From an optimization exercise on the open Yosys and OpenROAD flow, aimed at small area, a short achievable clock period and few clock cycles; shortcuts taken in it are not production practice.
For this run, only the layout was checked, not whether the RTL still works.
Power figures rest on the tool's default switching activity, not on a simulated workload.

$ cat flow/config.mk
export PLATFORM = sky130hd
export DESIGN_NAME = krobots_alu
export DESIGN_NICKNAME = krobots_alu
export VERILOG_FILES = /design/flow/design.v
export SDC_FILE = /design/flow/constraint.sdc
export NUM_CORES = 4
export LEC_CHECK = 0
export CAP_MARGIN = 20
export CORE_MARGIN = 2
export CORE_UTILIZATION = 40
export SLEW_MARGIN = 20
$ cat flow/constraint.sdc
create_clock -name core_clock -period 42.0 [get_ports {clk}]
set_input_delay 8.4000 -clock core_clock [delete_from_list [all_inputs] [get_ports {clk}]]
set_output_delay 8.4000 -clock core_clock [all_outputs]
set_load 0.01 [all_outputs]
$ cat flow/design.v
module krobots_alu (
    input  wire        clk,
    input  wire        rst,
    input  wire        in_valid,
    output wire        in_ready,
    input  wire [5:0]  in_op,
    input  wire [15:0] in_a,
    input  wire [15:0] in_b,
    input  wire [15:0] in_flags,
    output reg         out_valid,
    output reg  [15:0] out_result,
    output reg  [1:0]  out_dest,
    output reg         out_taken,
    output reg         out_fault
);
    localparam OP_ADD  = 6'd1,  OP_SUB  = 6'd2,  OP_OR   = 6'd3,  OP_AND  = 6'd4;
    localparam OP_XOR  = 6'd5,  OP_NOT  = 6'd6,  OP_MPY  = 6'd7,  OP_DIV  = 6'd8;
    localparam OP_MOD  = 6'd9,  OP_JMP  = 6'd12, OP_JLS  = 6'd13, OP_JGR  = 6'd14;
    localparam OP_JNE  = 6'd15, OP_JEQ  = 6'd16, OP_DO   = 6'd18, OP_LOOP = 6'd19;
    localparam OP_CMP  = 6'd20, OP_TEST = 6'd21, OP_MOV  = 6'd22, OP_INC  = 6'd33;
    localparam OP_DEC  = 6'd34, OP_SHL  = 6'd35, OP_SHR  = 6'd36, OP_ROL  = 6'd37;
    localparam OP_ROR  = 6'd38, OP_JZ   = 6'd39, OP_JNZ  = 6'd40, OP_JAE  = 6'd41;
    localparam OP_JBE  = 6'd42, OP_SAL  = 6'd43, OP_SAR  = 6'd44, OP_NEG  = 6'd45;
    localparam DEST_NONE = 2'd0, DEST_A = 2'd1, DEST_FLAGS = 2'd2, DEST_CX = 2'd3;
    reg         rdy;
    reg         s_v;
    reg  [5:0]  s_op;
    reg  [15:0] s_a, s_b, s_f;
    reg         dv;         
    reg  [2:0]  dcnt;       
    reg         d_mod;      
    reg         d_nq;       
    reg         d_nr;       
    assign in_ready = rdy;
    wire acc      = in_valid & rdy;
    wire in_isdiv = (in_op[5:1] == 5'b00100);
    wire s_isdiv  = (s_op[5:1] == 5'b00100);
    wire setup    = s_v & s_isdiv;
    wire [15:0] absa = s_a[15] ? (16'd0 - s_a) : s_a;
    wire [15:0] absb = s_b[15] ? (16'd0 - s_b) : s_b;
    function [4:0] lzc16(input [15:0] v);
        integer i;
        begin
            lzc16 = 5'd16;
            for (i = 0; i < 16; i = i + 1)
                if (v[i]) lzc16 = 5'd15 - i[4:0];
        end
    endfunction
    wire [4:0]  lza   = lzc16(absa);
    wire [4:0]  lzb   = lzc16(absb);
    wire [5:0]  dlz   = {1'b0, lzb} - {1'b0, lza};    
    wire        bzero = (s_b == 16'd0);
    wire        qzero = dlz[5];                       
    wire [3:0]  skip  = {~dlz[3:1], 1'b0};
    wire [31:0] norm  = {16'd0, absa} << skip;
    wire [16:0] t1 = {out_result, s_a[15]};
    wire [16:0] d1 = t1 - {1'b0, s_b};
    wire        q1 = ~d1[16];
    wire [15:0] r1 = q1 ? d1[15:0] : t1[15:0];
    wire [16:0] t2 = {r1, s_a[14]};
    wire [16:0] d2 = t2 - {1'b0, s_b};
    wire        q2 = ~d2[16];
    wire [15:0] r2 = q2 ? d2[15:0] : t2[15:0];
    wire [15:0] xq = {s_a[13:0], q1, q2};
    wire [15:0] fin_v = d_mod ? r2 : xq;
    wire        fin_n = d_mod ? d_nr : d_nq;
    wire [15:0] fin   = fin_n ? (16'd0 - fin_v) : fin_v;
    wire [15:0] a = s_a;
    wire [15:0] b = s_b;
    wire signed [15:0] sa = a;
    wire signed [15:0] sb = b;
    wire [3:0]  cnt = b[3:0];
    wire [15:0] add_r = a + b;
    wire [15:0] sub_r = a - b;
    wire [15:0] inc_r = a + 16'd1;
    wire [15:0] dec_r = a - 16'd1;
    wire [15:0] neg_r = 16'd0 - a;
    wire [15:0] mpy_r = a * b;
    wire [15:0] shl_r = a << cnt;
    wire [15:0] shr_r = a >> cnt;
    wire [15:0] sar_r = sa >>> cnt;
    wire [31:0] rol_w = {a, a} << cnt;
    wire [15:0] rol_r = rol_w[31:16];
    wire [31:0] ror_w = {a, a} >> cnt;
    wire [15:0] ror_r = ror_w[15:0];
    wire        cmp_e = (a == b);
    wire        cmp_l = (sa < sb);
    wire        cmp_g = (sa > sb);
    wire        cmp_z = (a == 16'd0) && (b == 16'd0);
    wire [15:0] cmp_r = {s_f[15:4], cmp_z, cmp_g, cmp_l, cmp_e};
    wire [15:0] tst_k = a & b;
    wire [15:0] tst_r = {s_f[15:4], (tst_k == 16'd0), 1'b0, 1'b0, (tst_k == b)};
    wire        loop_t = ($signed(dec_r) > 16'sd0);
    wire fl_e = s_f[0];
    wire fl_l = s_f[1];
    wire fl_g = s_f[2];
    wire fl_z = s_f[3];
    reg  [15:0] res;
    reg  [1:0]  dest;
    reg         taken;
    always @(*) begin
        res   = 16'd0;
        dest  = DEST_NONE;
        taken = 1'b0;
        case (s_op)
            OP_ADD:  begin res = add_r;       dest = DEST_A; end
            OP_SUB:  begin res = sub_r;       dest = DEST_A; end
            OP_OR:   begin res = a | b;       dest = DEST_A; end
            OP_AND:  begin res = a & b;       dest = DEST_A; end
            OP_XOR:  begin res = a ^ b;       dest = DEST_A; end
            OP_NOT:  begin res = ~a;          dest = DEST_A; end
            OP_MPY:  begin res = mpy_r;       dest = DEST_A; end
            OP_INC:  begin res = inc_r;       dest = DEST_A; end
            OP_DEC:  begin res = dec_r;       dest = DEST_A; end
            OP_NEG:  begin res = neg_r;       dest = DEST_A; end
            OP_SHL, OP_SAL: begin res = shl_r; dest = DEST_A; end
            OP_SHR:  begin res = shr_r;       dest = DEST_A; end
            OP_SAR:  begin res = sar_r;       dest = DEST_A; end
            OP_ROL:  begin res = rol_r;       dest = DEST_A; end
            OP_ROR:  begin res = ror_r;       dest = DEST_A; end
            OP_CMP:  begin res = cmp_r;       dest = DEST_FLAGS; end
            OP_TEST: begin res = tst_r;       dest = DEST_FLAGS; end
            OP_MOV:  begin res = b;           dest = DEST_A; end
            OP_DO:   begin res = a;           dest = DEST_CX; end
            OP_LOOP: begin res = dec_r;       dest = DEST_CX; taken = loop_t; end
            OP_JMP:  taken = 1'b1;
            OP_JLS:  taken = fl_l;
            OP_JGR:  taken = fl_g;
            OP_JNE:  taken = ~fl_e;
            OP_JEQ:  taken = fl_e;
            OP_JZ:   taken = fl_z;
            OP_JNZ:  taken = ~fl_z;
            OP_JAE:  taken = fl_e | fl_g;
            OP_JBE:  taken = fl_e | fl_l;
            default: ;
        endcase
    end
    always @(posedge clk) begin
        s_op <= in_op;
        s_f  <= in_flags;
        s_a  <= rdy ? in_a : (dv ? xq : norm[15:0]);
        s_b  <= rdy ? in_b : (dv ? s_b : absb);
        if (rst) begin
            rdy       <= 1'b1;
            s_v       <= 1'b0;
            dv        <= 1'b0;
            out_valid <= 1'b0;
        end else begin
            s_v <= acc;
            if (dv) begin
                dcnt <= dcnt - 3'd1;
                if (dcnt == 3'd0) begin
                    dv         <= 1'b0;
                    out_valid  <= 1'b1;
                    out_result <= fin;
                    out_dest   <= DEST_A;
                    out_taken  <= 1'b0;
                    out_fault  <= 1'b0;
                    rdy        <= ~(acc & in_isdiv);
                end else begin
                    out_valid  <= 1'b0;
                    out_result <= r2;
                    rdy        <= (dcnt == 3'd1);
                end
            end else if (setup) begin
                d_mod     <= s_op[0];
                d_nq      <= s_a[15] ^ s_b[15];
                d_nr      <= s_a[15];
                out_taken <= 1'b0;
                if (bzero) begin
                    out_valid  <= 1'b1;
                    out_result <= 16'd0;
                    out_dest   <= DEST_NONE;
                    out_fault  <= 1'b1;
                    rdy        <= 1'b1;
                end else if (qzero) begin
                    out_valid  <= 1'b1;
                    out_result <= s_op[0] ? s_a : 16'd0;
                    out_dest   <= DEST_A;
                    out_fault  <= 1'b0;
                    rdy        <= 1'b1;
                end else begin
                    out_valid  <= 1'b0;
                    out_result <= norm[31:16];
                    dv         <= 1'b1;
                    dcnt       <= dlz[3:1];
                    rdy        <= (dlz[3:1] == 3'd0);
                end
            end else begin
                out_valid  <= s_v;
                out_result <= res;
                out_dest   <= dest;
                out_taken  <= taken;
                out_fault  <= 1'b0;
                rdy        <= ~(acc & in_isdiv);
            end
        end
    end
endmodule
$ cat flow/run.sh
#!/bin/bash
# synth_recipe.tcl (not shown) runs the flow's synth.tcl, then flattens the netlist and writes it again
# the make line also repeats each setting of config.mk as NAME=value (left out here)
make -C /OpenROAD-flow-scripts/flow DESIGN_CONFIG=/design/flow/config.mk WORK_HOME=/design/flow/orfs CLKGATE_MAP_FILE= SYNTH_SCRIPT=/design/flow/synth_recipe.tcl finish
==> summary.txt <==
## final cells by class
type	count	area [µm²]
antenna	2	5.00
clock buffer	10	250
clock inverter	6	48.8
fill	4543	24500
inverter	189	709
multi-input combinational	1924	14300
sequential	84	2100
tap	592	741
timing repair buffer	151	1330
## cell families (layout without fill, tap and decap cells)
family                   Yosys count  in the layout
buffers and inverters            336            356
multiplexers                      92             92
flip-flops                        84             84
XOR/XNOR                         150            150
adder cells (fa/ha/maj)          261            261
AND/OR/NAND/NOR                  759            759
other                              0              2
AO/OA/AOI/OAI                    662            662
## sequential cells by signal, indices dropped and copies added (netlist names)
signal	cells
s_v	1
s_op	6
d_nq	1
d_nr	1
dcnt	3
s_f	16
rdy	1
s_a	16
out_taken	1
out_valid	1
d_mod	1
out_fault	1
s_b	16
dv	1
out_result	16
out_dest	2
## power by group
group          switching [W]  total (W)  internal (W)
Combinational       0.000499   0.000792      0.000292
Sequential        0.00000552  0.0000983     0.0000928
Clock              0.0000442  0.0000888     0.0000446
## metal layers
metal / track usage / share of wire / wire (µm) / vias up
li1: - / - / - / 8411
met1: 0.484 / 0.42 / 35200 / 9169
met2: 0.540 / 0.42 / 35200 / 1133
met3: 0.0882 / 0.11 / 9040 / 275
met4: 0.187 / 0.059 / 5020 / 2
met5: 0 / 0.00015 / 13 / -
## how the worst min path moves through the flow
stage	startpoint	endpoint	slack [ps]
after floorplan	s_op[0]$_DFF_P_	d_mod$_DFFE_PP_	410
after global placement	dcnt[0]$_DFFE_PP_	dcnt[0]$_DFFE_PP_	600
after detailed placement	dcnt[0]$_DFFE_PP_	dcnt[0]$_DFFE_PP_	620
after CTS	dcnt[0]$_DFFE_PP_	dcnt[0]$_DFFE_PP_	630
after global routing	dcnt[0]$_DFFE_PP_	dcnt[0]$_DFFE_PP_	660
final	dcnt[0]$_DFFE_PP_	dcnt[0]$_DFFE_PP_	620
## worst reg2reg max path: stages, from the launching register on
cell and delay [ps]:
sky130_fd_sc_hd__dfxtp_1 400, sky130_fd_sc_hd__inv_1 590, sky130_fd_sc_hd__ha_1 290, sky130_fd_sc_hd__inv_1 60, sky130_fd_sc_hd__fa_1 460, sky130_fd_sc_hd__a211oi_1 290, sky130_fd_sc_hd__o21a_1 240, sky130_fd_sc_hd__a211o_1 240
sky130_fd_sc_hd__mux2i_1 290, sky130_fd_sc_hd__and3_1 670, sky130_fd_sc_hd__a31oi_1 190, sky130_fd_sc_hd__a21o_1 210, sky130_fd_sc_hd__ha_1 350, sky130_fd_sc_hd__nand4_1 130, sky130_fd_sc_hd__a21oi_1 120, sky130_fd_sc_hd__o21ai_0 180
sky130_fd_sc_hd__a21o_1 260, sky130_fd_sc_hd__and2_1 260, sky130_fd_sc_hd__a22oi_2 630, sky130_fd_sc_hd__nand2_1 690, sky130_fd_sc_hd__a211oi_1 630, sky130_fd_sc_hd__nand3_1 330, sky130_fd_sc_hd__o41ai_2 360, sky130_fd_sc_hd__xor2_1 110
sky130_fd_sc_hd__a211o_1 340
## cell usage in the layout (no fill, tap or decap), types with 73 or more instances in the layout
cell type / instances
sky130_fd_sc_hd__nand2_1: 251
sky130_fd_sc_hd__nor2_1: 237
sky130_fd_sc_hd__a21oi_1: 184
sky130_fd_sc_hd__inv_1: 180
sky130_fd_sc_hd__ha_1: 176
sky130_fd_sc_hd__o21ai_0: 131
sky130_fd_sc_hd__xnor2_1: 124
sky130_fd_sc_hd__fa_1: 84
sky130_fd_sc_hd__clkdlybuf4s50_1: 78
sky130_fd_sc_hd__buf_4: 73
## per-stage QoR
stage / util / setup slack (ps) / hold slack (ps)
final: 0.443 / 32080 / 624
after detailed placement: 0.436 / 31640 / 617
after CTS: 0.443 / 32060 / 627
after global routing: 0.443 / 32060 / 657
after floorplan: - / 32670 / 406
after global placement: 0.436 / 31580 / 604
==> impl_metrics.xml <==
<?xml version="1.0" encoding="UTF-8"?>
<metrics>
  <group name="yosys">
    <metric name="yosysMostFrequentCell" unit="">sky130_fd_sc_hd__nand2_1</metric>
    <metric name="synthesis.area" unit="µm²">17700</metric>
    <metric name="synth_area_leader_cell" unit="">sky130_fd_sc_hd__ha_1</metric>
    <metric name="synthArstFlopShare" unit="">0</metric>
    <metric name="synth_flop_cell" unit="">sky130_fd_sc_hd__edfxtp_1</metric>
    <metric name="synth_commonest_cells" unit="">sky130_fd_sc_hd__nand2_1 (251), sky130_fd_sc_hd__nor2_1 (237), sky130_fd_sc_hd__a21oi_1 (184), sky130_fd_sc_hd__inv_1 (180), sky130_fd_sc_hd__ha_1 (176)</metric>
    <metric name="netlist_instances" unit="">2344</metric>
    <metric name="synth-adder-area-share" unit="">0.220</metric>
    <metric name="count_of_flip_flops_with_a_built_in_enable_after_synthesis" unit="">42</metric>
    <metric name="synth_compound_gate_area_share" unit="">0.252</metric>
    <metric name="total_of_flip_flops_plus_latches_after_synthesis" unit="">84</metric>
    <metric name="synthesis.nets" unit="">2661</metric>
    <metric name="yosysSeqAreaShare" unit="">0.119</metric>
    <metric name="combinational_family_with_the_most_area_after_synthesis" unit="">compound AO/OA/AOI/OAI gates</metric>
    <metric name="post_synth_and_or_nand_nor_area_fraction" unit="">0.201</metric>
    <metric name="synthMuxAreaShare" unit="">0.0585</metric>
    <metric name="synth.yosys.warnings" unit="">1</metric>
    <metric name="synth_top_area_share" unit="">0.125</metric>
    <metric name="number_of_unique_standard_cell_types_used_by_synthesis" unit="">107</metric>
    <metric name="synth_xor_xnor_area_share" unit="">0.0747</metric>
    <metric name="syn_area_per_cell" unit="µm²">7.54</metric>
    <metric name="post_synth_main_area_contributors" unit="">sky130_fd_sc_hd__ha_1 (12%), sky130_fd_sc_hd__fa_1 (9.5%), sky130_fd_sc_hd__edfxtp_1 (7.1%)</metric>
  </group>
  <group name="clock_network">
    <metric name="htreeDepth" unit="">3</metric>
    <metric name="worst_path_clk_slew" unit="ps">90</metric>
    <metric name="numCtsBuffers" unit="">9</metric>
    <metric name="hold_buffers" unit="">0</metric>
    <metric name="cts_tree" unit="">yes</metric>
    <metric name="worst_skew_pair.late_latency" unit="ps">410</metric>
    <metric name="cts-resized-gates" unit="">0</metric>
    <metric name="cts_post_setup_buffers_inserted" unit="">0</metric>
    <metric name="clock_path_buffers" unit="">2</metric>
    <metric name="ctsRootBufferMaster" unit="">sky130_fd_sc_hd__clkbuf_16</metric>
    <metric name="cts.sink_count" unit="">84</metric>
  </group>
  <group name="sta">
    <metric name="slew_headroom" unit="">0.285</metric>
    <metric name="period_minus_slack" unit="ps">9920</metric>
    <metric name="finalClockSkew" unit="ps">26.8</metric>
    <metric name="timing.final.max_slew_violations" unit="">0</metric>
    <metric name="setup-violations-final" unit="">0</metric>
    <metric name="grt_setup_unrepaired" unit="">false</metric>
    <metric name="fin_crit_sh" unit="">0.236</metric>
    <metric name="timing_worst_slew_pin_value" unit="ps">1040</metric>
    <metric name="hold_violations" unit="">0</metric>
    <metric name="fmaxAchievable" unit="MHz">101</metric>
    <metric name="fin_setup_tns" unit="ps">0</metric>
  </group>
  <group name="critical_path">
    <metric name="crit_path_max_fanout" unit="">5</metric>
    <metric name="cell_by_cell_trace_of_the_critical_path" unit="">clkdlybuf4s50_1</metric>
    <metric name="worstPathArrival" unit="ps">1520</metric>
    <metric name="worst_r2r_startpoint" unit="">s_a[15]$_DFF_P_</metric>
    <metric name="worstSetupStartpoint" unit="">out_result[0]$_DFFE_PN_</metric>
    <metric name="timing.setup.critical_path_class" unit="">flop to primary output</metric>
    <metric name="timing.critical_path.to_type" unit="">primary output</metric>
    <metric name="cpMaxStageDelayCell" unit="">sky130_fd_sc_hd__clkdlybuf4s50_1</metric>
    <metric name="critical_path_buf_inv_count" unit="">1</metric>
    <metric name="r2r_slack" unit="ps">33450</metric>
    <metric name="path_delay_family" unit="">buffers and inverters</metric>
    <metric name="cp_data_required_time" unit="ps">33600</metric>
    <metric name="crit_path_start_kind" unit="">flop</metric>
    <metric name="crit_path_max_incr_delay" unit="ps">630</metric>
    <metric name="path_depth" unit="">1</metric>
    <metric name="timing.rr.end" unit="">out_result[11]$_DFFE_PN_</metric>
    <metric name="timing.reg2reg.worst_path_depth" unit="">24</metric>
    <metric name="critPathCapture" unit="">out_result[0]</metric>
  </group>
  <group name="final_layout">
    <metric name="layout-drive-gt1-share" unit="">0.0749</metric>
    <metric name="final_net_count" unit="">2676</metric>
    <metric name="layout_area_overhead" unit="%">10.0</metric>
    <metric name="final-instance-count-excl-fill" unit="">2958</metric>
    <metric name="layout.cell_area.non_filler" unit="µm²">19500</metric>
  </group>
  <group name="place">
    <metric name="buffer_ports.inserted" unit="">78</metric>
    <metric name="hpwl" unit="µm">64200</metric>
    <metric name="placed_area" unit="µm²">19100</metric>
    <metric name="dp_cells" unit="">2940</metric>
    <metric name="routabilityCongestion" unit="">1.04</metric>
  </group>
  <group name="floorplanning">
    <metric name="boundaryPins" unit="">79</metric>
    <metric name="design.die.area" unit="µm²">45900</metric>
    <metric name="die-width" unit="µm">214</metric>
    <metric name="core.rowCount" unit="">77</metric>
    <metric name="die_y" unit="µm">214</metric>
    <metric name="initial_utilization" unit="">0.403</metric>
    <metric name="coreArea" unit="µm²">43900</metric>
  </group>
  <group name="global_routing">
    <metric name="largest_net_degree_at_the_start_of_global_routing" unit="">60</metric>
    <metric name="wire_length_of_the_first_global_routing_pass" unit="µm">123000</metric>
    <metric name="grt-ovfl-total" unit="">0</metric>
    <metric name="number_of_antenna_violations_at_the_first_check_in_global_routing" unit="">2</metric>
    <metric name="grt_pass1_vias" unit="">18053</metric>
    <metric name="gr-usage-all-layers" unit="">0.362</metric>
  </group>
  <group name="route">
    <metric name="totalWireLength" unit="µm">84500</metric>
    <metric name="vias_per_cell" unit="">6.42</metric>
    <metric name="antenna_violating_nets_post_route" unit="">0</metric>
    <metric name="drt_iter0_drc" unit="">2419</metric>
    <metric name="route.detailed.drc" unit="">0</metric>
    <metric name="vias" unit="">18990</metric>
    <metric name="drt-wirelength-per-cell" unit="µm">28.6</metric>
    <metric name="drtPass1Iterations" unit="">7</metric>
  </group>
  <group name="power">
    <metric name="pwr_density_cell" unit="nW/µm²">50.3</metric>
    <metric name="power.static_leakage" unit="nW">8.22</metric>
    <metric name="ir_worst_vdd" unit="V">0.0000381</metric>
    <metric name="total_power" unit="W">0.000979</metric>
  </group>
  <group name="run">
    <metric name="cap_violations" unit="">0</metric>
  </group>
  <group name="run_status">
    <metric name="outcome" unit="">timing/DRC/antenna clean</metric>
  </group>
  <group name="hold_path">
    <metric name="hold_path_depth" unit="">1</metric>
    <metric name="worstHoldPathType" unit="">flop to flop</metric>
  </group>
</metrics>

[separate check: timing with driven ports]
How much do the figures lean on ideal ports? The routed layout below was timed once more, with nothing changed but the port constraints.
Step 1, drivers: a clkbuf_16 drives clk and a buf_2 each remaining input, both assumed.
Step 2, shift: input delay + t, output delay - t, t = (earliest + latest rising clock arrival at the registers) / 2. This alone moves slack from input paths to output paths.
Slacks: ideal / step 1 / step 2; pairs: ideal / step 1.
shift t [ns]: 0.457
setup WS [ns]: 32.082 / 32.022 / 31.698
worst setup path after step 2: input to register
clock arrival spread, ns: 0.028 / 0.028
After both steps this run still meets setup and hold. For this run, drivers alone change the setup slack by -0.060 ns; drivers and shift together by -0.384 ns.
